What follows belongs to an exercise in optimizing a design on an open flow for small area, a short achievable clock period and few clock cycles; a production flow would make more cautious choices.
Only simulation tests tie the RTL to the original design; equivalence was not proved.
No activity file was given, so power comes from the tool's default toggle rates.

==> flow/design.v, too long to show whole: its modules and the start of the top module <==
// module ambi_rsh26: 17 lines
// module ambi_add_a: 26 lines
// module ambi_add_b: 37 lines
// module ambi_b2f: 13 lines
// module ambi_sub_b: 34 lines
// module ambi_mul_a: 43 lines
// module ambi_mul_b: 34 lines
// module ambi_shape_index: 18 lines
// module ambi_shape_scale: 13 lines
// module ambi_mul24: 919 lines
// module ambi_core: 386 lines
module ambi_core (
    input  wire        clk,
    input  wire        rst,            
    input  wire        cmd_valid,
    output wire        cmd_ready,
    input  wire [3:0]  cmd_op,
    input  wire [7:0]  cmd_addr,
    input  wire [31:0] cmd_data,
    output wire        out_valid,
    input  wire        out_ready,
    output wire [7:0]  out_data,
    output wire        out_last,
    output reg         rsp_valid,
    output reg  [31:0] rsp_data
);
  // ...
==> flow/flow/run.sh <==
#!/bin/bash
# The standard layout, with a stronger buffer on every port than the
# default choice of buffer_ports, and timing repair aimed at a slack of
# 54.6 ns on the design's 70 ns clock.
set -euo pipefail
export BUFFER_PORTS_ARGS="-buffer_cell sky130_fd_sc_hd__buf_4"
export SETUP_SLACK_MARGIN=54.6
bash standard.sh finish > standard_flow.log 2>&1
==> flow/standard.sh <==
#!/bin/bash
# synth_recipe.tcl (not shown) runs the flow's synth.tcl, then flattens the netlist and writes it again
# the make line also repeats each setting of config.mk as NAME=value (left out here)
make -C /OpenROAD-flow-scripts/flow DESIGN_CONFIG=/design/flow/config.mk WORK_HOME=/design/flow/orfs CLKGATE_MAP_FILE= SYNTH_SCRIPT=/design/flow/synth_recipe.tcl "${@:-finish}"
==> flow/config.mk <==
export PLATFORM = sky130hd
export DESIGN_NAME = ambi_core
export DESIGN_NICKNAME = ambi_core
export VERILOG_FILES = /design/flow/design.v
export SDC_FILE = /design/flow/constraint.sdc
export NUM_CORES = 8
export LEC_CHECK = 0
export ABC_AREA = 1
export CAP_MARGIN = 40
export CORE_MARGIN = 2
export CORE_UTILIZATION = 40
export CTS_CLUSTER_DIAMETER = 80
export CTS_CLUSTER_SIZE = 22
export SLEW_MARGIN = 40
==> flow/constraint.sdc <==
create_clock -name core_clock -period 70.0 [get_ports {clk}]
set_input_delay 14.0000 -clock core_clock [delete_from_list [all_inputs] [get_ports {clk}]]
set_output_delay 14.0000 -clock core_clock [all_outputs]
set_load 0.01 [all_outputs]
==> results.py, run 1 <==
metrics = {
    "status": {
        "status": "finished clean",
    },
    "floorplanning": {
        "die_w_um": 603.7,
        "row_count": 220,
        "ios": 92,
    },
    "yosys": {
        "synthSimpleGateAreaFrac": 0.1443,
        "ys_seq_area_frac": 0.5633,
        "synth_area_mm2": 0.1438,
        "synth_area_leaders": "dfxtp_1 54%, nand2_1 6.5%, fa_1 5.2%",
        "synth.avg_cell_area_um2": 9.652,
    },
    "finish": {
        "seq_cells": 4000,
        "fillerInstances": 34290,
        "regMostFlops": "lr",
        "largest_reg_flops": 2048,
        "drive_above_1_share": 0.07553,
    },
    "setup_path": {
        "worstSetupStartpoint": "ol_pn",
        "cp-endpoint": "out_last",
    },
    "timing": {
        "period_share": 0.2222,
        "rsz0062_at_grt": "yes",
        "skew_ns": 0.1628,
        "holdWs_ns": 0.2667,
    },
    "routing": {
        "drt_pass1_iterations": 8,
    },
    "pwr": {
        "powerComb_w": 0.000155,
        "comb_power_share": 0.041,
        "clk-power_w": 0.00135,
    },
    "clock_tree": {
        "numClockSinks": 4000,
    },
    "grt": {
        "grt_pass1_wl_um": 779800,
        "grt_max_degree": 75,
    },
}
Testbench counts, summed over its fixed seeds: cycles 4,465.
==> module ambi_core, before the edit <==
module ambi_core (
    input  wire        clk,
    input  wire        rst,            
    input  wire        cmd_valid,
    output wire        cmd_ready,
    input  wire [3:0]  cmd_op,
    input  wire [7:0]  cmd_addr,
    input  wire [31:0] cmd_data,
    output wire        out_valid,
    input  wire        out_ready,
    output wire [7:0]  out_data,
    output wire        out_last,
    output reg         rsp_valid,
    output reg  [31:0] rsp_data
);
    localparam NCH = 24;
    localparam [31:0] ALPHA_INIT  = 32'h3F000000;    
    localparam [31:0] BRIGHT_INIT = 32'h3F800000;    
    localparam [31:0] F32_ONE     = 32'h3F800000;
    integer k;
    reg rst_q;
    always @(posedge clk) rst_q <= rst;
    reg  [7:0] lr [0:255];
    reg  [7:0] ph;
    reg        sweep;                   
    wire [7:0] ins_slot  = ph + 8'd1;
    wire [7:0] ins_entry = {ins_slot[0], ins_slot[7:1]};
    reg        rdy_r;
    reg        rdy_pn;              
    reg        h_v;
    reg [3:0]  h_op;
    reg [7:0]  h_addr;
    reg [31:0] h_data;
    assign cmd_ready = ~rdy_pn;
    wire h_show   = h_op == 4'd0;
    wire h_smooth = h_op == 4'd1;
    wire h_bright = h_op == 4'd2;
    wire h_lut    = h_op == 4'd3;
    wire h_pix    = h_op == 4'd4;
    wire h_new    = h_op == 4'd5;
    wire h_frame  = h_op == 4'd6;
    wire h_clear  = h_op == 4'd7;
    wire h_read   = h_op == 4'd8;
    wire data_ok  = h_data[30:23] != 8'hFF;
    wire h_ch     = h_addr[7:5] == 3'd0 && h_addr[4:0] < NCH;    
    wire h_proc   = h_show | (h_bright & data_ok) | h_pix | h_frame;    
    wire h_xop    = h_proc | h_clear;                                   
    reg        proc_busy;       
    reg [4:0]  rph;             
    reg        clear_m;         
    reg        px_put;          
    reg        smooth_m;        
    reg        xfer_pend;       
    reg        ov_r, ol_r;      
    reg [7:0]  od_r;
    reg        px_busy;         
    reg        px_abs;          
    reg        px_sg;           
    reg        px_zero;         
    reg [4:0]  px_cnt;          
    wire [4:0] rph5 = rph - 5'd5;
    wire new_at   = !h_ch | (h_addr[4:0] == rph - 5'd6);      
    wire at_0     = rph == 5'd31;                           
    wire o_free   = !xfer_pend & (!ov_r | ol_r);            
    wire x_idle   = !xfer_pend & !ov_r;
    reg h_can;
    always @(*) begin
        if (sweep)          h_can = 1'b0;
        else if (h_new)     h_can = new_at;
        else if (h_lut)     h_can = !proc_busy & (ins_entry == h_addr);
        else if (h_smooth)  h_can = !proc_busy & !an_busy;
        else if (h_read)    h_can = !proc_busy & x_idle & (!h_ch | (rph == h_addr[4:0]));
        else if (h_pix)     h_can = !proc_busy & o_free & at_0 & !an_busy & (px_put | !h_ch);
        else if (h_xop)     h_can = !proc_busy & o_free & at_0 & !an_busy;
        else                h_can = 1'b1;
    end
    wire h_exec = h_v & h_can;
    wire       px_step = h_v & h_pix & px_busy & (!px_abs | !h_data[31]);
    wire [31:0] px_neg = ~h_data + 32'd1;
    wire [31:0] px_next = !px_abs ? (h_data[31] ? px_neg : h_data) : {h_data[30:0], 1'b0};
    wire px_inj = h_v & h_pix & !px_busy & !px_put & h_ch & !proc_busy & (rph == h_addr[4:0]);
    always @(posedge clk) begin
        if (h_free)
            px_put <= 1'b0;
        else if (px_inj)
            px_put <= 1'b1;
    end
    always @(posedge clk) begin
        if (h_free) begin
            px_busy <= 1'b1;
            px_abs  <= 1'b0;
        end else if (h_v & h_pix & px_busy) begin
            if (!px_abs) begin
                px_abs  <= 1'b1;
                px_sg   <= h_data[31];
                px_zero <= h_data == 32'd0;
                px_cnt  <= 5'd0;
                if (h_data == 32'd0)
                    px_busy <= 1'b0;
            end else if (h_data[31])
                px_busy <= 1'b0;
            else
                px_cnt <= px_cnt + 5'd1;
        end
    end
    wire        px_inc = h_data[7] & ((|h_data[6:0]) | h_data[8]);
    wire [30:0] px_mag = {8'd158 - {3'd0, px_cnt}, h_data[30:8]} + {30'd0, px_inc};
    wire [31:0] pix_f  = px_zero ? 32'd0 : {px_sg, px_mag};
    wire h_free = !h_v | h_exec;
    wire x_new = cmd_op == 4'd5;
    wire x_nop = cmd_op[3] & (cmd_op[2:0] != 3'd0);
    wire x_at  = (cmd_addr[7:5] != 3'd0) | (cmd_addr[4:3] == 2'b11) | (cmd_addr[4:0] == rph5);
    wire x_can = x_nop | (x_new & x_at);
    wire h_soon = h_v & h_new & (h_addr[4:0] == rph5);
    always @(posedge clk) begin
        if (rdy_r) begin
            h_op   <= cmd_op;
            h_addr <= cmd_addr;
            h_data <= cmd_data;
        end else if (px_step)
            h_data <= px_next;
        if (rst | rst_q | sweep) begin
            h_v      <= 1'b0;
            rdy_r    <= !rst & !rst_q & (ph == 8'd255);
            rdy_pn   <= rst | rst_q | (ph != 8'd255);
        end else begin
            if (rdy_r)
                h_v <= cmd_valid;
            else if (h_exec)
                h_v <= 1'b0;
            rdy_r    <= rdy_r ? (!cmd_valid | x_can) : (h_free | h_soon);
            rdy_pn   <= rdy_r ? (cmd_valid & !x_can) : !(h_free | h_soon);
        end
    end
    reg [31:0] alpha;
    reg [31:0] bright;
    reg        an_z;            
    reg [9:0]  an_e;            
    reg [23:0] an_m;            
    wire       an_busy = !an_m[23] & !an_z;    
    reg [31:0] data_clamped;
    always @(*) begin
        if (h_data[31] && h_data[30:0] != 31'd0)
            data_clamped = 32'd0;
        else if (!h_data[31] && h_data[30:0] > F32_ONE[30:0])
            data_clamped = F32_ONE;
        else
            data_clamped = h_data;
    end
    wire dc_n = data_clamped[30:23] != 8'd0;
    always @(posedge clk) begin
        if (rst_q) begin
            alpha  <= ALPHA_INIT;
            bright <= BRIGHT_INIT;
            an_z   <= 1'b0;
            an_e   <= 10'd126;
            an_m   <= 24'h800000;
        end else if (h_exec & data_ok & h_smooth) begin
            alpha <= data_clamped;
            an_z  <= data_clamped[30:0] == 31'd0;
            an_e  <= dc_n ? {2'b00, data_clamped[30:23]} : 10'd1;
            an_m  <= {dc_n, data_clamped[22:0]};
        end else if (an_busy) begin
            an_e  <= an_e - 10'd1;
            an_m  <= {an_m[22:0], 1'b0};
        end
        if (!rst_q & h_exec & data_ok & h_bright)
            bright <= data_clamped;
    end
    reg [31:0] tr [0:31];         
    reg [7:0]  orr [0:31];        
    reg [7:0]  sr [0:31];         
    wire [31:0] t_rd = tr[0];
    wire [7:0]  s_rd = sr[0];
    reg  [4:0]  xptr;
    wire [4:0]  o_ridx = x_idle ? h_addr[4:0] : xptr;
    wire [4:0]  o_pos  = rph - o_ridx;
    wire        o_in   = o_ridx < NCH;
    reg  [7:0]  o_rd;
    always @(*) begin
        o_rd = 8'd0;
        for (k = 0; k < 32; k = k + 1)
            o_rd = o_rd | ({8{o_in & (o_pos == k)}} & orr[k]);
    end
    always @(posedge clk) begin
        if (rst_q) begin
            proc_busy <= 1'b0;
            rph       <= 5'd0;
        end else begin
            rph <= rph + 5'd1;
            if (h_exec & h_xop) begin
                proc_busy <= 1'b1;
                smooth_m  <= h_frame;
                clear_m   <= h_clear;
            end else if (proc_busy & (rph == NCH + 5))
                proc_busy <= 1'b0;
        end
    end
    wire [31:0] sf;
    ambi_b2f u_b2f (.s(s_rd), .y(sf));
    wire        a_sx, a_sz;
    wire [7:0]  a_ex;
    wire [27:0] a_s;
    ambi_add_a u_suba (.a(sf), .b({~t_rd[31], t_rd[30:0]}), .sx(a_sx), .sz(a_sz), .ex(a_ex), .s(a_s));
    reg         rb_sx;
    reg [7:0]   rb_ex;
    reg [27:0]  rb_s;
    always @(posedge clk) begin
        rb_sx <= a_sx;
        rb_ex <= a_ex;
        rb_s  <= a_s;
    end
    wire        b_dz, b_ds;
    wire [9:0]  b_de;
    wire [22:0] b_df;
    ambi_sub_b u_subb (.sx(rb_sx), .ex(rb_ex), .s(rb_s), .dz(b_dz), .ds(b_ds), .de(b_de), .df(b_df));
    reg         rc_dz, rc_ds;
    reg [9:0]   rc_de;
    reg [22:0]  rc_df;
    always @(posedge clk) begin
        rc_dz <= b_dz;
        rc_ds <= b_ds;
        rc_de <= b_de;
        rc_df <= b_df;
    end
    wire        c_pz, c_ps, c_pst;
    wire [9:0]  c_pe;
    wire [24:0] c_pm;
    ambi_mul_a u_mula (.az(an_z), .as(alpha[31]), .ae(an_e), .af(an_m[22:0]),
                       .dz(rc_dz), .ds(rc_ds), .de(rc_de), .df(rc_df),
                       .pz(c_pz), .ps(c_ps), .pe(c_pe), .pm(c_pm), .pst(c_pst));
    reg         rd_pz, rd_ps, rd_pst;
    reg [9:0]   rd_pe;
    reg [24:0]  rd_pm;
    always @(posedge clk) begin
        rd_pz  <= c_pz;
        rd_ps  <= c_ps;
        rd_pst <= c_pst;
        rd_pe  <= c_pe;
        rd_pm  <= c_pm;
    end
    wire [31:0] d_p;
    ambi_mul_b u_mulb (.pz(rd_pz), .ps(rd_ps), .pe(rd_pe), .pm(rd_pm), .pst(rd_pst), .y(d_p));
    reg [31:0]  re_p;
    always @(posedge clk)
        re_p <= smooth_m ? d_p : 32'h80000000;
    wire        e_sx, e_sz;
    wire [7:0]  e_ex;
    wire [27:0] e_s;
    ambi_add_a u_adda (.a(tr[4]), .b(re_p), .sx(e_sx), .sz(e_sz), .ex(e_ex), .s(e_s));
    reg         rf_sx, rf_sz;
    reg [7:0]   rf_ex;
    reg [27:0]  rf_s;
    always @(posedge clk) begin
        rf_sx <= e_sx;
        rf_sz <= e_sz;
        rf_ex <= e_ex;
        rf_s  <= e_s;
    end
    wire [31:0] t_new;
    ambi_add_b u_addb (.sx(rf_sx), .sz(rf_sz), .ex(rf_ex), .s(rf_s), .y(t_new));
    wire [7:0] sh_idx;
    ambi_shape_index u_idx (.t(t_new), .idx(sh_idx));
    reg [7:0] rg_pos;               
    always @(posedge clk)
        rg_pos <= ins_slot - {sh_idx[6:0], sh_idx[7]};
    reg [7:0] l_rd;
    always @(*) begin
        l_rd = 8'd0;
        for (k = 0; k < 256; k = k + 1)
            l_rd = l_rd | ({8{rg_pos == k}} & lr[k]);
    end
    wire [7:0] shaped;
    ambi_shape_scale u_scale (.gv(l_rd), .bright(bright), .o(shaped));
    wire        t_zero  = sweep | (proc_busy & clear_m & (rph < NCH));
    wire        t_ins   = proc_busy & smooth_m & (rph >= 5'd5) & (rph <= NCH + 4);
    always @(posedge clk) begin
        tr[0] <= tr[31];
        tr[1] <= t_zero ? 32'd0 : (px_inj ? pix_f : tr[0]);
        for (k = 2; k < 6; k = k + 1)
            tr[k] <= tr[k-1];
        tr[6] <= t_ins ? t_new : tr[5];
        for (k = 7; k < 32; k = k + 1)
            tr[k] <= tr[k-1];
    end
    wire [4:0]  o_widx  = rph - 5'd6;
    wire        o_wen   = proc_busy & (rph >= 5'd6);
    wire [7:0]  o_wd    = clear_m ? 8'd0 : shaped;
    always @(posedge clk) begin
        orr[0] <= orr[31];
        for (k = 1; k < 32; k = k + 1)
            orr[k] <= orr[k-1];
        if (sweep)
            orr[7] <= 8'd0;
        else if (o_wen)
            orr[7] <= o_wd;
    end
    wire        s_wen   = h_exec & h_new & h_ch;
    always @(posedge clk) begin
        sr[0] <= sr[31];
        for (k = 1; k < 32; k = k + 1)
            sr[k] <= sr[k-1];
        if (sweep)
            sr[7] <= 8'd0;
        else if (s_wen)
            sr[7] <= h_data[7:0];
    end
    wire       l_wen   = h_exec & h_lut;
    wire [7:0] ins_val = sweep ? ins_entry : h_data[7:0];
    always @(posedge clk) begin
        if (rst_q) begin
            ph    <= 8'd0;
            sweep <= 1'b1;
        end else begin
            ph <= ph + 8'd1;
            if (ph == 8'd255)
                sweep <= 1'b0;
        end
        lr[0] <= (sweep | l_wen) ? ins_val : lr[255];
        for (k = 1; k < 256; k = k + 1)
            lr[k] <= lr[k-1];
    end
    reg [2:0]  gcnt;            
    reg        ov_pn, ol_pn;        
    assign out_valid = ~ov_pn;
    assign out_data  = od_r;
    assign out_last  = ~ol_pn;
    wire o_byp  = o_wen & (o_widx == xptr);
    wire o0_ok  = !proc_busy | (rph > 5'd5);
    wire start = xfer_pend & !ov_r & (gcnt == 3'd0) & o0_ok;
    wire adv   = ov_r & out_ready;
    always @(posedge clk) begin
        if (rst | rst_q)
            ov_r <= 1'b0;
        else if (start)
            ov_r <= 1'b1;
        else if (adv & ol_r)
            ov_r <= 1'b0;
        if (rst | rst_q)
            ov_pn <= 1'b1;
        else if (start)
            ov_pn <= 1'b0;
        else if (adv & ol_r)
            ov_pn <= 1'b1;
        if (start | (adv & !ol_r)) begin
            od_r <= o_byp ? o_wd : o_rd;
            ol_r <= xptr == NCH - 1;
        end
        if (start | (adv & !ol_r))
            ol_pn <= xptr != NCH - 1;
        if (rst_q) begin
            xfer_pend <= 1'b0;
            xptr      <= 5'd0;
            gcnt      <= 3'd0;
        end else begin
            if (h_exec & h_xop)
                xfer_pend <= 1'b1;
            else if (start)
                xfer_pend <= 1'b0;
            if (adv & ol_r)
                xptr <= 5'd0;
            else if (start | adv)
                xptr <= xptr + 5'd1;
            if (adv & ol_r)
                gcnt <= 3'd7;
            else if (gcnt != 3'd0)
                gcnt <= gcnt - 3'd1;
        end
    end
    always @(posedge clk) begin
        if (rst | rst_q)
            rsp_valid <= 1'b0;
        else
            rsp_valid <= h_exec & h_read;
        if (h_ch)
            rsp_data <= t_rd;
        else if (h_addr[7:5] == 3'd1)
            rsp_data <= {24'd0, o_rd};
        else if (h_addr == 8'd64)
            rsp_data <= alpha;
        else if (h_addr == 8'd65)
            rsp_data <= bright;
        else
            rsp_data <= 32'd0;
    end
endmodule
==> run 2: changes to the inputs <==
--- a/flow/design.v
+++ b/flow/design.v
@@ -1203,2 +1203,3 @@
     reg [4:0]  rph;             
+    reg        poff;            
     reg        clear_m;         
@@ -1214,5 +1215,11 @@
     reg [4:0]  px_cnt;          
-    wire [4:0] rph5 = rph - 5'd5;
-    wire new_at   = !h_ch | (h_addr[4:0] == rph - 5'd6);      
-    wire at_0     = rph == 5'd31;                           
+    wire [4:0] q    = rph ^ {poff, 4'b0000};                
+    wire       fpass = proc_busy & smooth_m;                
+    wire al0      = !fpass | !poff;
+    wire al1      = !fpass | poff;
+    wire na0      = al0 & (h_addr[4:0] == rph - 5'd6);
+    wire na1      = al1 & (h_addr[4:0] == rph - 5'd22);
+    wire new_at   = !h_ch | na0 | na1;
+    wire at_0a    = rph == 5'd31;                           
+    wire at_0b    = rph == 5'd15;                           
     wire o_free   = !xfer_pend & (!ov_r | ol_r);            
@@ -1226,4 +1233,5 @@
         else if (h_read)    h_can = !proc_busy & x_idle & (!h_ch | (rph == h_addr[4:0]));
-        else if (h_pix)     h_can = !proc_busy & o_free & at_0 & !an_busy & (px_put | !h_ch);
-        else if (h_xop)     h_can = !proc_busy & o_free & at_0 & !an_busy;
+        else if (h_pix)     h_can = !proc_busy & o_free & at_0a & !an_busy & (px_put | !h_ch);
+        else if (h_frame)   h_can = !proc_busy & o_free & (at_0a | at_0b) & !an_busy;
+        else if (h_xop)     h_can = !proc_busy & o_free & at_0a & !an_busy;
         else                h_can = 1'b1;
@@ -1265,5 +1273,12 @@
     wire x_nop = cmd_op[3] & (cmd_op[2:0] != 3'd0);
-    wire x_at  = (cmd_addr[7:5] != 3'd0) | (cmd_addr[4:3] == 2'b11) | (cmd_addr[4:0] == rph5);
+    wire       fpass_n = (fpass & (q != NCH + 5)) | (h_exec & h_frame);
+    wire       poff_n  = (h_exec & h_xop) ? (h_frame & at_0b) : poff;
+    wire       al0_n   = !fpass_n | !poff_n;
+    wire       al1_n   = !fpass_n | poff_n;
+    wire [4:0] rph5    = rph - 5'd5;
+    wire [4:0] rph21   = rph - 5'd21;
+    wire x_at  = (cmd_addr[7:5] != 3'd0) | (cmd_addr[4:3] == 2'b11) |
+                 (al0_n & (cmd_addr[4:0] == rph5)) | (al1_n & (cmd_addr[4:0] == rph21));
     wire x_can = x_nop | (x_new & x_at);
-    wire h_soon = h_v & h_new & (h_addr[4:0] == rph5);
+    wire h_soon = h_v & h_new & ((al0_n & (h_addr[4:0] == rph5)) | (al1_n & (h_addr[4:0] == rph21)));
     always @(posedge clk) begin
@@ -1326,4 +1341,4 @@
     reg [7:0]  sr [0:31];         
-    wire [31:0] t_rd = tr[0];
-    wire [7:0]  s_rd = sr[0];
+    wire [31:0] t_rd = poff ? tr[16] : tr[0];
+    wire [7:0]  s_rd = poff ? sr[16] : sr[0];
     reg  [4:0]  xptr;
@@ -1342,2 +1357,3 @@
             rph       <= 5'd0;
+            poff      <= 1'b0;
         end else begin
@@ -1348,3 +1364,4 @@
                 clear_m   <= h_clear;
-            end else if (proc_busy & (rph == NCH + 5))
+                poff      <= h_frame & at_0b;
+            end else if (proc_busy & (q == NCH + 5))
                 proc_busy <= 1'b0;
@@ -1403,3 +1420,3 @@
     wire [27:0] e_s;
-    ambi_add_a u_adda (.a(tr[4]), .b(re_p), .sx(e_sx), .sz(e_sz), .ex(e_ex), .s(e_s));
+    ambi_add_a u_adda (.a(poff ? tr[20] : tr[4]), .b(re_p), .sx(e_sx), .sz(e_sz), .ex(e_ex), .s(e_s));
     reg         rf_sx, rf_sz;
@@ -1429,3 +1446,3 @@
     wire        t_zero  = sweep | (proc_busy & clear_m & (rph < NCH));
-    wire        t_ins   = proc_busy & smooth_m & (rph >= 5'd5) & (rph <= NCH + 4);
+    wire        t_ins   = proc_busy & smooth_m & (q >= 5'd5) & (q <= NCH + 4);
     always @(posedge clk) begin
@@ -1433,10 +1450,11 @@
         tr[1] <= t_zero ? 32'd0 : (px_inj ? pix_f : tr[0]);
-        for (k = 2; k < 6; k = k + 1)
-            tr[k] <= tr[k-1];
-        tr[6] <= t_ins ? t_new : tr[5];
-        for (k = 7; k < 32; k = k + 1)
+        for (k = 2; k < 32; k = k + 1)
             tr[k] <= tr[k-1];
+        if (t_ins & !poff)
+            tr[6] <= t_new;
+        if (t_ins & poff)
+            tr[22] <= t_new;
     end
-    wire [4:0]  o_widx  = rph - 5'd6;
-    wire        o_wen   = proc_busy & (rph >= 5'd6);
+    wire [4:0]  o_widx  = q - 5'd6;
+    wire        o_wen   = proc_busy & (q >= 5'd6);
     wire [7:0]  o_wd    = clear_m ? 8'd0 : shaped;
@@ -1448,4 +1466,6 @@
             orr[7] <= 8'd0;
-        else if (o_wen)
+        else if (o_wen & !poff)
             orr[7] <= o_wd;
+        if (o_wen & poff)
+            orr[23] <= o_wd;
     end
@@ -1458,4 +1478,6 @@
             sr[7] <= 8'd0;
-        else if (s_wen)
+        else if (s_wen & na0)
             sr[7] <= h_data[7:0];
+        if (s_wen & na1)
+            sr[23] <= h_data[7:0];
     end
@@ -1482,3 +1504,3 @@
     wire o_byp  = o_wen & (o_widx == xptr);
-    wire o0_ok  = !proc_busy | (rph > 5'd5);
+    wire o0_ok  = !proc_busy | (q > 5'd5);
     wire start = xfer_pend & !ov_r & (gcnt == 3'd0) & o0_ok;
@@ -1492,8 +1514,3 @@
             ov_r <= 1'b0;
-        if (rst | rst_q)
-            ov_pn <= 1'b1;
-        else if (start)
-            ov_pn <= 1'b0;
-        else if (adv & ol_r)
-            ov_pn <= 1'b1;
+        ov_pn <= rst | rst_q | !(start | (ov_r & !(adv & ol_r)));
         if (start | (adv & !ol_r)) begin
@@ -1502,4 +1519,3 @@
         end
-        if (start | (adv & !ol_r))
-            ol_pn <= xptr != NCH - 1;
+        ol_pn <= (start | (adv & !ol_r)) ? (xptr != NCH - 1) : !ol_r;
         if (rst_q) begin
@@ -1529,3 +1545,3 @@
         if (h_ch)
-            rsp_data <= t_rd;
+            rsp_data <= tr[0];
         else if (h_addr[7:5] == 3'd1)
==> results.py, run 2 <==
metrics = {
    "status": {
        "status": "finished clean",
    },
    "routing": {
        "wl_per_cell_um": 29.98,
        "num_vias": 112000,
        "first_iter_violations": 11950,
        "wl_met1_um": 232400,
        "met2WireLength_um": 268500,
        "ant_nets": 0,
        "viasPerCell": 5.513,
        "drc_errors": 0,
        "wirelength_um": 609000,
        "maxUsedRoutingLayer": "met5",
        "drt_pass1_iterations": 8,
        "dr_wl_met3_um": 49000,
    },
    "floorplanning": {
        "row_count": 221,
        "die_w_um": 606.4,
        "ios": 92,
        "core-area_mm2": 0.3617,
        "die_h_um": 606.4,
        "start_util": 0.4014,
        "dieArea_mm2": 0.3678,
    },
    "timing": {
        "hold_violations": 0,
        "max_freq_mhz": 64.26,
        "maxSlewViolCount": 0,
        "period_share": 0.2223,
        "period_needed_ns": 15.56,
        "slew_headroom": 0.2839,
        "tightest_slew_ns": 1.074,
        "skew_ns": 0.09384,
        "finalSetupViolCount": 0,
        "rsz0062_at_grt": "yes",
        "tns_ns": 0,
    },
    "clock_tree": {
        "path_clk_slew_ns": 0.09,
        "cts_tree": "yes",
        "cts_buffers": 220,
        "clock_latency_ns": 1.02,
        "cts_root_buf": "clkbuf_16",
        "cts_max_level": 4,
        "numClockSinks": 4001,
        "clockBufferDepth": 4,
    },
    "grt": {
        "grt_pass1_wl_um": 830000,
        "grt_overflow": 0,
        "antenna_found_initial": 66,
        "grt_max_degree": 83,
        "track_usage": 0.3240,
        "grt_pass1_vias": 104700,
    },
    "setup_path": {
        "cp_slowest_cell": "edfxtp_1",
        "critPathLaunchType": "flip-flop",
        "cp.buffers_inverters": 1,
        "cp.required_ns": 56.00,
        "cp_slowest_stage_delay_ns": 0.41,
        "path_cells": "buf_6",
        "critical_path_class": "flip-flop to output port",
        "arrival_ns": 1.56,
        "end_kind": "output port",
        "cp_max_fo": 1,
        "critPathTopFamily": "flip-flops",
    },
    "yosys": {
        "ys.warnings.count": 12,
        "synth_cell_types": 80,
        "synth_area_leaders": "dfxtp_1 54%, nand2_1 6.6%, fa_1 5.2%",
        "syn_inst": 15060,
        "ys_seq_area_frac": 0.5582,
        "synth-edff-count": 94,
        "ys_ff_latch": 4001,
        "yosysTopAreaCell": "dfxtp_1",
        "synth_area_mm2": 0.1452,
        "synth.most_common_cell": "dfxtp_1",
        "synthArstFlopShare": 0,
        "synthFlopType": "dfxtp_1",
        "synthTopCellsByCount": "3907 x dfxtp_1, 2549 x nand2_1, 1595 x inv_1, 1114 x nor2_1, 725 x o21ai_0",
        "synth_top_area_frac": 0.5388,
        "synth.avg_cell_area_um2": 9.641,
        "synth_fp_nets": 15820,
    },
    "placed_design": {
        "numPlacedInstances": 19930,
        "numPortBuffers": 91,
        "gp_congestion": 1.096,
        "hpwl_um": 469800,
    },
    "pwr": {
        "pwr_density_cell_mw_per_mm2": 29.79,
        "ir_drop_mv": 0.03359,
        "p_leak_nw": 67.09,
    },
    "finish": {
        "final_cell_mix": "3869 x dfxtp_1, 2546 x nand2_1, 1575 x inv_1, 940 x nor2_1, 698 x o21ai_0",
        "largest_reg_flops": 2048,
        "area_growth_pct": 11.00,
        "regMostFlops": "lr",
        "drive_above_1_share": 0.08793,
        "fillerInstances": 34970,
        "mostFrequentLayoutCell": "dfxtp_1",
        "largestRegisters": "lr (2048), tr (1024)",
        "fin_nets": 16130,
        "final_cell_count_no_fill": 20320,
    },
    "run": {
        "drv_cap": 0,
    },
    "hold_path": {
        "hold_path.class": "flip-flop to flip-flop",
    },
}
run 2: cell types whose count changed in the layout (fill, tap and decap cells not counted), sizes merged, moves of 18 or more:
cell   delta
a21oi    -18
a221o    -31
buf      +42
inv      -61
mux2i    +40
nand2    +71
nand3    -58
nand4    +24
nor2     +35
o21a     +59
o21ai    +19
or2      +49
run 2: repair_timing:
| item | 4_1_cts | 5_1_grt |
|---|---|---|
| hold buffers | 0 | 0 |
| resized for setup | 59 | 21 |
| buffers inserted | 0 | 0 |
| endpoints found under the setup margin | 44 | 43 |
run 2: cell type report:
cell class	count	area, um^2	area share
inverters	1657	6222	0.03861
diodes	90	225.2	0.001398
flip-flops and latches	4001	81090	0.5032
repair buffers	527	4153	0.02577
clock buffers	238	5688	0.03530
well taps	4794	5998	0.03722
multi-input cells	8963	57120	0.3544
clock inverters	47	653.1	0.004053
run 2: routing by layer:
metal / vias to the layer above / track usage
li1: 50660 / -
met1: 54310 / 0.3917
met2: 5435 / 0.5036
met3: 1580 / 0.06121
met4: 26 / 0.2658
met5: - / 0.0002613
run 2: final timing paths:
check        depth (start not counted)  slack [ns]     endpoint  startpoint
max                                  1       54.44  out_data[7]     od_r[7]
min reg2reg                          0        0.27    sr[15][6]   sr[14][6]
max reg2reg                         61       56.82     rb_s[26]        poff
min                                  0        0.27    sr[15][6]   sr[14][6]
run 2: report_power, final:
group	internal, W	switching, W	leakage (nW)
clock network	0.000597	0.000779	3.10
registers	0.00231	0.0000354	32.4
logic	0.000290	0.000785	31.6
run 2: logic make-up (layout without fill, tap and decap cells):
group,after synthesis,in the layout,share of synthesized area
buf+inv,2093,2469,0.05495
other cells,1,91,0.00002583
mux,80,80,0.005594
flops,4001,4001,0.5582
xor+xnor,576,576,0.03480
fa+ha+maj,714,714,0.08103
compound gates,2587,2587,0.1166
simple gates,5005,5005,0.1487
run 2: metrics by stage:
step                hold WS, ns  power, W  setup WS [ns]  utilization  cell area [um^2]
finish                   0.2749  0.004801          54.44       0.4455            161100
global route             0.2952  0.004983          54.42       0.4453            161100
CTS                      0.2823  0.004786          54.42       0.4444            160700
detailed placement       0.3121  0.003445          54.65       0.4264            154200
global placement         0.3095  0.003442          54.51       0.4252            153800
floorplan                0.3096  0.003091          54.85            -            145200
Testbench counts of run 2, summed over its fixed seeds: cycles 4,385.
==> run 3: changes to the inputs <==
--- a/flow/design.v
+++ b/flow/design.v
@@ -1203,3 +1203,4 @@
     reg [4:0]  rph;             
-    reg        poff;            
+    reg [1:0]  pm;              
+    reg [4:0]  pc;              
     reg        clear_m;         
@@ -1215,11 +1216,13 @@
     reg [4:0]  px_cnt;          
-    wire [4:0] q    = rph ^ {poff, 4'b0000};                
     wire       fpass = proc_busy & smooth_m;                
-    wire al0      = !fpass | !poff;
-    wire al1      = !fpass | poff;
-    wire na0      = al0 & (h_addr[4:0] == rph - 5'd6);
-    wire na1      = al1 & (h_addr[4:0] == rph - 5'd22);
-    wire new_at   = !h_ch | na0 | na1;
-    wire at_0a    = rph == 5'd31;                           
-    wire at_0b    = rph == 5'd15;                           
+    wire [4:0] e0 = (rph >= 5'd6)  ? rph - 5'd6  : rph + 5'd18;
+    wire [4:0] e1 = (rph >= 5'd14) ? rph - 5'd14 : rph + 5'd10;
+    wire [4:0] e2 = (rph >= 5'd22) ? rph - 5'd22 : rph + 5'd2;
+    wire       fp_ok = pc >= 5'd6;
+    wire na0      = (!fpass | ((pm == 2'd0) & fp_ok)) & (h_addr[4:0] == e0);
+    wire na1      = (!fpass | ((pm == 2'd1) & fp_ok)) & (h_addr[4:0] == e1);
+    wire na2      = (!fpass | ((pm == 2'd2) & fp_ok)) & (h_addr[4:0] == e2);
+    wire new_at   = !h_ch | na0 | na1 | na2;
+    wire at_tap   = (rph == 5'd7) | (rph == 5'd15) | (rph == 5'd23);
+    wire [1:0] tap_n = (rph == 5'd7) ? 2'd1 : (rph == 5'd15) ? 2'd2 : 2'd0;
     wire o_free   = !xfer_pend & (!ov_r | ol_r);            
@@ -1233,5 +1236,4 @@
         else if (h_read)    h_can = !proc_busy & x_idle & (!h_ch | (rph == h_addr[4:0]));
-        else if (h_pix)     h_can = !proc_busy & o_free & at_0a & !an_busy & (px_put | !h_ch);
-        else if (h_frame)   h_can = !proc_busy & o_free & (at_0a | at_0b) & !an_busy;
-        else if (h_xop)     h_can = !proc_busy & o_free & at_0a & !an_busy;
+        else if (h_pix)     h_can = !proc_busy & o_free & at_tap & !an_busy & (px_put | !h_ch);
+        else if (h_xop)     h_can = !proc_busy & o_free & at_tap & !an_busy;
         else                h_can = 1'b1;
@@ -1273,12 +1275,17 @@
     wire x_nop = cmd_op[3] & (cmd_op[2:0] != 3'd0);
-    wire       fpass_n = (fpass & (q != NCH + 5)) | (h_exec & h_frame);
-    wire       poff_n  = (h_exec & h_xop) ? (h_frame & at_0b) : poff;
-    wire       al0_n   = !fpass_n | !poff_n;
-    wire       al1_n   = !fpass_n | poff_n;
-    wire [4:0] rph5    = rph - 5'd5;
-    wire [4:0] rph21   = rph - 5'd21;
+    wire       fpass_n = (fpass & (pc != NCH + 5)) | (h_exec & h_frame);
+    wire [1:0] pm_n    = (h_exec & h_xop) ? tap_n : pm;
+    wire       fp_ok_n = !(h_exec & h_xop) & (pc >= 5'd5);
+    wire       al0_n   = !fpass_n | ((pm_n == 2'd0) & fp_ok_n);
+    wire       al1_n   = !fpass_n | ((pm_n == 2'd1) & fp_ok_n);
+    wire       al2_n   = !fpass_n | ((pm_n == 2'd2) & fp_ok_n);
+    wire [4:0] f0 = (rph >= 5'd5)  ? rph - 5'd5  : rph + 5'd19;
+    wire [4:0] f1 = (rph >= 5'd13) ? rph - 5'd13 : rph + 5'd11;
+    wire [4:0] f2 = (rph >= 5'd21) ? rph - 5'd21 : rph + 5'd3;
     wire x_at  = (cmd_addr[7:5] != 3'd0) | (cmd_addr[4:3] == 2'b11) |
-                 (al0_n & (cmd_addr[4:0] == rph5)) | (al1_n & (cmd_addr[4:0] == rph21));
+                 (al0_n & (cmd_addr[4:0] == f0)) | (al1_n & (cmd_addr[4:0] == f1)) |
+                 (al2_n & (cmd_addr[4:0] == f2));
     wire x_can = x_nop | (x_new & x_at);
-    wire h_soon = h_v & h_new & ((al0_n & (h_addr[4:0] == rph5)) | (al1_n & (h_addr[4:0] == rph21)));
+    wire h_soon = h_v & h_new & ((al0_n & (h_addr[4:0] == f0)) | (al1_n & (h_addr[4:0] == f1)) |
+                                 (al2_n & (h_addr[4:0] == f2)));
     always @(posedge clk) begin
@@ -1338,10 +1345,10 @@
     end
-    reg [31:0] tr [0:31];         
-    reg [7:0]  orr [0:31];        
-    reg [7:0]  sr [0:31];         
-    wire [31:0] t_rd = poff ? tr[16] : tr[0];
-    wire [7:0]  s_rd = poff ? sr[16] : sr[0];
+    reg [31:0] tr [0:NCH-1];      
+    reg [7:0]  orr [0:NCH-1];     
+    reg [7:0]  sr [0:NCH-1];      
+    wire [31:0] t_rd = (pm == 2'd1) ? tr[8] : (pm == 2'd2) ? tr[16] : tr[0];
+    wire [7:0]  s_rd = (pm == 2'd1) ? sr[8] : (pm == 2'd2) ? sr[16] : sr[0];
     reg  [4:0]  xptr;
     wire [4:0]  o_ridx = x_idle ? h_addr[4:0] : xptr;
-    wire [4:0]  o_pos  = rph - o_ridx;
+    wire [4:0]  o_pos  = (rph >= o_ridx) ? rph - o_ridx : rph + 5'd24 - o_ridx;
     wire        o_in   = o_ridx < NCH;
@@ -1350,3 +1357,3 @@
         o_rd = 8'd0;
-        for (k = 0; k < 32; k = k + 1)
+        for (k = 0; k < NCH; k = k + 1)
             o_rd = o_rd | ({8{o_in & (o_pos == k)}} & orr[k]);
@@ -1357,5 +1364,5 @@
             rph       <= 5'd0;
-            poff      <= 1'b0;
+            pm        <= 2'd0;
         end else begin
-            rph <= rph + 5'd1;
+            rph <= (rph == NCH - 1) ? 5'd0 : rph + 5'd1;
             if (h_exec & h_xop) begin
@@ -1364,5 +1371,9 @@
                 clear_m   <= h_clear;
-                poff      <= h_frame & at_0b;
-            end else if (proc_busy & (q == NCH + 5))
-                proc_busy <= 1'b0;
+                pm        <= tap_n;
+                pc        <= 5'd0;
+            end else if (proc_busy) begin
+                pc <= pc + 5'd1;
+                if (pc == NCH + 5)
+                    proc_busy <= 1'b0;
+            end
         end
@@ -1420,3 +1431,4 @@
     wire [27:0] e_s;
-    ambi_add_a u_adda (.a(poff ? tr[20] : tr[4]), .b(re_p), .sx(e_sx), .sz(e_sz), .ex(e_ex), .s(e_s));
+    wire [31:0] e_t = (pm == 2'd1) ? tr[12] : (pm == 2'd2) ? tr[20] : tr[4];
+    ambi_add_a u_adda (.a(e_t), .b(re_p), .sx(e_sx), .sz(e_sz), .ex(e_ex), .s(e_s));
     reg         rf_sx, rf_sz;
@@ -1445,20 +1457,22 @@
     ambi_shape_scale u_scale (.gv(l_rd), .bright(bright), .o(shaped));
-    wire        t_zero  = sweep | (proc_busy & clear_m & (rph < NCH));
-    wire        t_ins   = proc_busy & smooth_m & (q >= 5'd5) & (q <= NCH + 4);
+    wire        t_zero  = sweep | (proc_busy & clear_m);
+    wire        t_ins   = proc_busy & smooth_m & (pc >= 5'd5) & (pc <= NCH + 4);
     always @(posedge clk) begin
-        tr[0] <= tr[31];
+        tr[0] <= tr[NCH-1];
         tr[1] <= t_zero ? 32'd0 : (px_inj ? pix_f : tr[0]);
-        for (k = 2; k < 32; k = k + 1)
+        for (k = 2; k < NCH; k = k + 1)
             tr[k] <= tr[k-1];
-        if (t_ins & !poff)
+        if (t_ins & (pm == 2'd0))
             tr[6] <= t_new;
-        if (t_ins & poff)
+        if (t_ins & (pm == 2'd1))
+            tr[14] <= t_new;
+        if (t_ins & (pm == 2'd2))
             tr[22] <= t_new;
     end
-    wire [4:0]  o_widx  = q - 5'd6;
-    wire        o_wen   = proc_busy & (q >= 5'd6);
+    wire [4:0]  o_widx  = pc - 5'd6;
+    wire        o_wen   = proc_busy & (pc >= 5'd6);
     wire [7:0]  o_wd    = clear_m ? 8'd0 : shaped;
     always @(posedge clk) begin
-        orr[0] <= orr[31];
-        for (k = 1; k < 32; k = k + 1)
+        orr[0] <= orr[NCH-1];
+        for (k = 1; k < NCH; k = k + 1)
             orr[k] <= orr[k-1];
@@ -1466,5 +1480,7 @@
             orr[7] <= 8'd0;
-        else if (o_wen & !poff)
+        else if (o_wen & (pm == 2'd0))
             orr[7] <= o_wd;
-        if (o_wen & poff)
+        if (o_wen & (pm == 2'd1))
+            orr[15] <= o_wd;
+        if (o_wen & (pm == 2'd2))
             orr[23] <= o_wd;
@@ -1473,4 +1489,4 @@
     always @(posedge clk) begin
-        sr[0] <= sr[31];
-        for (k = 1; k < 32; k = k + 1)
+        sr[0] <= sr[NCH-1];
+        for (k = 1; k < NCH; k = k + 1)
             sr[k] <= sr[k-1];
@@ -1481,2 +1497,4 @@
         if (s_wen & na1)
+            sr[15] <= h_data[7:0];
+        if (s_wen & na2)
             sr[23] <= h_data[7:0];
@@ -1504,3 +1522,3 @@
     wire o_byp  = o_wen & (o_widx == xptr);
-    wire o0_ok  = !proc_busy | (q > 5'd5);
+    wire o0_ok  = !proc_busy | (pc > 5'd5);
     wire start = xfer_pend & !ov_r & (gcnt == 3'd0) & o0_ok;
==> results.py, run 3 <==
metrics = {
    "finish": {
        "regArea_mm2": 0.07357,
        "largest_reg_flops": 2048,
        "fillerInstances": 33490,
        "fin_nets": 16030,
        "mostFrequentLayoutCell": "dfxtp_1",
        "fin_area_mm2": 0.1527,
        "multi_input_area_mm2": 0.05762,
        "regMostFlops": "lr",
        "area_growth_pct": 9.670,
        "largestRegisters": "lr (2048), tr (768)",
        "final_cell_mix": "3486 x dfxtp_1, 2664 x nand2_1, 1702 x inv_1, 1038 x nor2_1, 805 x o21ai_0",
        "drive_above_1_share": 0.06627,
    },
    "yosys": {
        "synthArstFlopShare": 0,
        "synth_cell_types": 82,
        "ys.warnings.count": 12,
        "ys_ff_latch": 3623,
        "synth_mux_area_frac": 0.001600,
        "ys_seq_area_frac": 0.5281,
        "synth.most_common_cell": "dfxtp_1",
        "synth_fa_ha_area_frac": 0.08610,
        "synth_area_leaders": "dfxtp_1 51%, nand2_1 7.2%, fa_1 5.5%",
        "synth_area_mm2": 0.1392,
        "synthTopCellsByCount": "3524 x dfxtp_1, 2666 x nand2_1, 1710 x inv_1, 1100 x nor2_1, 808 x o21ai_0",
        "synthXorXnorAreaFrac": 0.03578,
        "synth.avg_cell_area_um2": 9.221,
        "synth_compound_area_frac": 0.1316,
        "synth-edff-count": 99,
        "synth_fp_nets": 15880,
        "synthFlopType": "dfxtp_1",
        "synth_top_area_frac": 0.5067,
        "synth_top_family_by_area": "simple AND/OR/NAND/NOR gates",
        "syn_inst": 15100,
        "yosysTopAreaCell": "dfxtp_1",
        "synthSimpleGateAreaFrac": 0.1554,
    },
    "routing": {
        "drt_pass1_iterations": 6,
        "ant_nets": 0,
        "wl_per_cell_um": 24.93,
        "first_iter_violations": 12040,
        "wirelength_um": 496100,
        "drc_errors": 0,
        "num_vias": 108900,
        "viasPerCell": 5.472,
    },
    "grt": {
        "grt_pass1_wl_um": 708600,
        "grt_pass1_vias": 101600,
        "grt_overflow": 0,
        "antenna_found_initial": 38,
        "track_usage": 0.2718,
        "grt_max_degree": 81,
    },
    "clock_tree": {
        "cts_buffers": 199,
        "path_clk_slew_ns": 0.09,
        "cts_setup_buffers": 0,
        "cts_root_buf": "clkbuf_16",
        "numClockSinks": 3623,
        "cts_tree": "yes",
        "clockBufferDepth": 4,
        "clock_latency_ns": 0.98,
        "cts_max_level": 4,
    },
    "pwr": {
        "pwr_density_cell_mw_per_mm2": 22.80,
        "ir_drop_mv": 0.02599,
        "p_leak_nw": 63.61,
    },
    "timing": {
        "period_share": 0.2217,
        "max_freq_mhz": 64.43,
        "tightest_slew_ns": 0.9983,
        "hold_violations": 0,
        "rsz0062_at_grt": "yes",
        "period_needed_ns": 15.52,
        "slew_headroom": 0.3345,
        "tns_ns": 0,
        "maxSlewViolCount": 0,
        "skew_ns": 0.1537,
        "finalSetupViolCount": 0,
    },
    "setup_path": {
        "cp_slowest_cell": "edfxtp_1",
        "critPathTopFamily": "flip-flops",
        "cp.required_ns": 56.00,
        "path_cells": "buf_6",
        "arrival_ns": 1.52,
        "reg2reg_slack_ns": 57.27,
        "worstRegToRegCells": 51,
        "cp_slowest_stage_delay_ns": 0.42,
        "end_kind": "output port",
        "critPathLaunchType": "flip-flop",
        "cp.buffers_inverters": 1,
        "cp_max_fo": 1,
        "critical_path_class": "flip-flop to output port",
        "worstReg2RegStart": "rg_pos[1]",
        "reg2reg_to": "od_r[5]",
    },
    "hold_path": {
        "hold_path.class": "flip-flop to flip-flop",
        "hold_end": "lr[25][3]",
        "worstHoldStart": "lr[24][3]",
        "min_path_cells": 0,
    },
    "placed_design": {
        "numPortBuffers": 91,
        "gp_congestion": 1.065,
        "hpwl_um": 382000,
        "placed_area_mm2": 0.1467,
    },
    "floorplanning": {
        "ios": 92,
        "die_w_um": 594.0,
        "start_util": 0.4021,
        "row_count": 216,
        "dieArea_mm2": 0.3528,
        "core-area_mm2": 0.3462,
        "die_h_um": 594.0,
    },
    "status": {
        "status": "finished clean",
    },
    "run": {
        "drv_cap": 0,
    },
}
run 3: changes by cell type in the layout (fill, tap and decap cells not counted), moves of 98 or more:
cell / delta
buf_4: -111
o21ai_0: +107
nand2_1: +118
nor2_1: +98
nand3_1: +126
dfxtp_1: -383
inv_1: +127
run 3: stage by stage:
step | utilization | hold WS (ns) | setup slack [ns] | cells | power [W]
global placement | 0.4227 | 0.3095 | 53.99 | 19620 | 0.002294
finish | 0.4410 | 0.2392 | 54.48 | 19900 | 0.003481
global route | 0.4409 | 0.2615 | 54.43 | 19880 | 0.003582
CTS | 0.4406 | 0.2424 | 54.43 | 19880 | 0.003491
detailed placement | 0.4237 | 0.3121 | 54.05 | 19630 | 0.002297
floorplan | - | 0.3096 | 54.60 | 15100 | 0.002229
run 3: worst max path at each step:
stage / startpoint / endpoint / depth (start not counted)
finish: od_r[3] / out_data[3] / 1
CTS: od_r[5] / out_data[5] / 1
global placement: cmd_addr[1] / rdy_pn / 15
floorplan: cmd_addr[1] / rdy_pn / 14
detailed placement: cmd_addr[1] / rdy_pn / 15
global route: od_r[3] / out_data[3] / 1
run 3: layout make-up:
class / instances / area share
clock buffers: 211 / 0.03352
well taps: 4578 / 0.03752
diodes: 18 / 0.0002950
multi-input cells: 9217 / 0.3774
inverters: 1799 / 0.04426
repair buffers: 413 / 0.02169
clock inverters: 38 / 0.003466
flip-flops and latches: 3623 / 0.4818
run 3: routing by layer:
metal,share of wire,global-route usage,wire [um],up-vias
met5,0.00047,0.001082,235,-
met4,0.050,0.1156,24590,22
met3,0.097,0.06655,48340,968
met2,0.41,0.3955,203900,4810
met1,0.44,0.3814,219100,52590
li1,-,-,-,50490
run 3: where the power goes:
part	internal, W	total [W]	switching (W)
combinational	0.0000468	0.000166	0.000119
clock	0.000534	0.00123	0.000691
sequential	0.00208	0.00209	0.00000863
total	0.00266	0.00348	0.000819
run 3: logic make-up (layout without fill, tap and decap cells):
kind of cell,after synthesis,after routing
AND/OR/NAND/NOR,5084,5084
flip-flops,3623,3623
AO/OA/AOI/OAI,2813,2813
buffers and inverters,2258,2461
adder cells (fa/ha/maj),730,730
XOR/XNOR,567,567
multiplexers,22,22
other,1,19
run 3: repair_timing:
action,in CTS,in global routing
hold buffers,0,0
endpoints found under the setup margin,44,25
resized for setup,72,7
pin swaps,0,0
Testbench counts of run 3, summed over its fixed seeds: cycles 4,337.
==> run 4: changes to the inputs <==
--- a/flow/config.mk
+++ b/flow/config.mk
@@ -12,3 +12,3 @@
 export CTS_CLUSTER_DIAMETER = 80
-export CTS_CLUSTER_SIZE = 22
+export CTS_CLUSTER_SIZE = 25
 export SLEW_MARGIN = 40
==> results.py, run 4 <==
metrics = {
    "grt": {
        "grt_overflow": 0,
        "grt_pass1_wl_um": 708000,
        "antenna_found_initial": 52,
        "grt_pass1_vias": 101400,
        "grt_max_degree": 81,
        "track_usage": 0.2716,
    },
    "setup_path": {
        "worstRegToRegCells": 53,
        "critical_path_class": "flip-flop to output port",
        "critical_path_depth": 1,
        "cp_slowest_cell": "edfxtp_1",
        "cp_max_fo": 1,
        "end_kind": "output port",
        "cp.buffers_inverters": 1,
        "critPathLaunchType": "flip-flop",
        "cp.required_ns": 56.00,
        "cp_slowest_stage_delay_ns": 0.42,
        "arrival_ns": 1.51,
        "critPathTopFamily": "flip-flops",
        "path_cells": "buf_6",
    },
    "routing": {
        "wirelength_um": 495800,
        "num_vias": 108900,
        "ant_nets": 0,
        "viasPerCell": 5.477,
        "first_iter_violations": 11740,
        "drc_errors": 0,
        "wl_per_cell_um": 24.93,
        "drt_pass1_iterations": 9,
    },
    "floorplanning": {
        "dieArea_mm2": 0.3528,
        "core-area_mm2": 0.3462,
        "die_w_um": 594.0,
        "start_util": 0.4021,
        "die_h_um": 594.0,
        "ios": 92,
        "row_count": 216,
    },
    "clock_tree": {
        "cts_buffers": 183,
        "clock_latency_ns": 0.95,
        "cts_root_buf": "clkbuf_16",
        "cts_max_level": 4,
        "cts_setup_buffers": 0,
        "cts_tree": "yes",
        "numClockSinks": 3623,
        "path_clk_slew_ns": 0.10,
        "clockBufferDepth": 4,
    },
    "yosys": {
        "ys_ff_latch": 3623,
        "synth_top_area_frac": 0.5067,
        "synth_area_leaders": "dfxtp_1 51%, nand2_1 7.2%, fa_1 5.5%",
        "synthSimpleGateAreaFrac": 0.1554,
        "synth.most_common_cell": "dfxtp_1",
        "synthTopCellsByCount": "3524 x dfxtp_1, 2666 x nand2_1, 1710 x inv_1, 1100 x nor2_1, 808 x o21ai_0",
        "synthFlopType": "dfxtp_1",
        "synth_mux_area_frac": 0.001600,
        "synth_area_mm2": 0.1392,
        "synth.avg_cell_area_um2": 9.221,
        "yosysTopAreaCell": "dfxtp_1",
        "synth_compound_area_frac": 0.1316,
        "ys.warnings.count": 12,
        "synth_cell_types": 82,
        "synth-edff-count": 99,
        "synth_top_family_by_area": "simple AND/OR/NAND/NOR gates",
        "synth_fp_nets": 15880,
        "synthArstFlopShare": 0,
        "synthXorXnorAreaFrac": 0.03578,
        "syn_inst": 15100,
        "synth_fa_ha_area_frac": 0.08610,
        "ys_seq_area_frac": 0.5281,
    },
    "timing": {
        "setup_slack_ns": 54.49,
        "rsz0062_at_grt": "yes",
        "maxSlewViolCount": 0,
        "finalSetupViolCount": 0,
        "tightest_slew_ns": 1.055,
        "hold_violations": 0,
        "slew_headroom": 0.2922,
        "period_needed_ns": 15.51,
        "skew_ns": 0.1348,
        "period_share": 0.2216,
        "max_freq_mhz": 64.47,
        "tns_ns": 0,
    },
    "hold_path": {
        "min_path_cells": 0,
        "hold_path.class": "flip-flop to flip-flop",
    },
    "pwr": {
        "ir_drop_mv": 0.01971,
        "pwr_density_cell_mw_per_mm2": 22.68,
        "p_leak_nw": 63.47,
    },
    "finish": {
        "regMostFlops": "lr",
        "drive_above_1_share": 0.06585,
        "largest_reg_flops": 2048,
        "area_growth_pct": 9.508,
        "mostFrequentLayoutCell": "dfxtp_1",
        "fin_nets": 16020,
        "largestRegisters": "lr (2048), tr (768)",
        "final_cell_mix": "3485 x dfxtp_1, 2664 x nand2_1, 1702 x inv_1, 1036 x nor2_1, 805 x o21ai_0",
    },
    "placed_design": {
        "numPortBuffers": 91,
        "hpwl_um": 382000,
        "gp_congestion": 1.065,
        "pre_cts_ws_ns": 54.05,
    },
    "run": {
        "drv_cap": 0,
    },
    "status": {
        "status": "finished clean",
    },
}
[run 4: cell counts after synthesis]
No cell type changed its count.
[run 4: area by class of cell]
| class | count | area, um^2 |
|---|---|---|
| Inverter | 1799 | 6758 |
| Fill cell | 33530 | 193700 |
| Timing Repair Buffer | 413 | 3312 |
| Clock buffer | 195 | 4742 |
| Sequential cell | 3623 | 73570 |
| Clock inverter | 45 | 684.4 |
| Tap cell | 4578 | 5728 |
| Antenna cell | 19 | 47.55 |
| Multi-Input combinational cell | 9217 | 57620 |
[run 4: path summary, 6_finish.rpt]
path,from,to,slack (ns)
setup / recovery,od_r[3],out_data[3],54.49
setup reg to reg,rg_pos[1],od_r[7],57.41
hold reg to reg,lr[74][3],lr[75][3],0.23
hold / removal,lr[74][3],lr[75][3],0.23
[run 4: cells by family (layout without fill, tap and decap cells)]
| family | count (synthesis) | in the layout |
|---|---|---|
| multiplexers | 22 | 22 |
| AO/OA/AOI/OAI | 2813 | 2813 |
| AND/OR/NAND/NOR | 5084 | 5084 |
| flip-flops | 3623 | 3623 |
| buffers and inverters | 2258 | 2452 |
| XOR/XNOR | 567 | 567 |
| adder cells (fa/ha/maj) | 730 | 730 |
| other | 1 | 20 |
[run 4: repair_timing]
item,4_1_cts,5_1_grt
endpoints found under the setup margin,44,36
gates resized for setup,72,8
hold buffers,0,0
[run 4: stage by stage]
stage	utilization	power, W	area [um^2]	hold WS, ns	cells
CTS	0.4400	0.003468	152300	0.2552	19870
detailed placement	0.4237	0.002297	146700	0.3121	19630
global placement	0.4227	0.002294	146300	0.3095	19620
global route	0.4402	0.003559	152400	0.2745	19870
finish	0.4404	0.003458	152500	0.2306	19890
floorplan	-	0.002229	139200	0.3096	15100
[run 4: where the power goes]
part	switching (W)	total (W)	internal, W
sequential	0.00000863	0.00209	0.00208
combinational	0.000119	0.000166	0.0000468
clock	0.000692	0.00120	0.000510
[run 4: routing by layer]
metal  part of all wire  vias to the layer above  GRT usage
met5            0.00078                        -   0.001217
met4              0.050                       32     0.1138
met3              0.096                     1018    0.06753
met2               0.41                     4820     0.3948
met1               0.44                    52590     0.3814
li1                   -                    50470          -

re-timing with driven ports:
The results above use ideal ports. As a check the final layouts listed here were re-extracted and re-timed, cells and wires unchanged. Step 1 (the two cells are an assumption about what drives the block):
set clk [get_ports {clk}]
set_driving_cell -lib_cell sky130_fd_sc_hd__clkbuf_16 $clk
set_driving_cell -lib_cell sky130_fd_sc_hd__buf_2 [delete_from_list [all_inputs] $clk]
Step 2 adds t to the input delays and takes it off the output delays; t is the mean of the earliest and latest rising clock arrival at the registers after step 1. Input paths then give back, and output paths get back, about the clock's delay inside the block. Three values: no drivers, after step 1, after step 2; two values: the first two.
run | t (ns) | slack for setup (ns) | clock arrival spread, ns | worst data-port slew with drivers (ns) | cell pins on the clock port's net
run 1 | 1.062 | 54.447 / 54.344 / 54.508 | 0.168 / 0.168 | 0.05 | 1
run 2 | 1.073 | 54.439 / 54.331 / 54.633 | 0.107 / 0.108 | 0.05 | 1
run 3 | 1.010 | 54.480 / 54.374 / 54.085 | 0.165 / 0.165 | 0.05 | 1
run 4 | 1.004 | 54.488 / 54.380 / 54.096 | 0.156 / 0.156 | 0.04 | 1
After both steps every run listed still meets setup and hold. The setup slack of run 3, which loses most, moves by -0.106 ns with the drivers and by -0.395 ns with both steps.
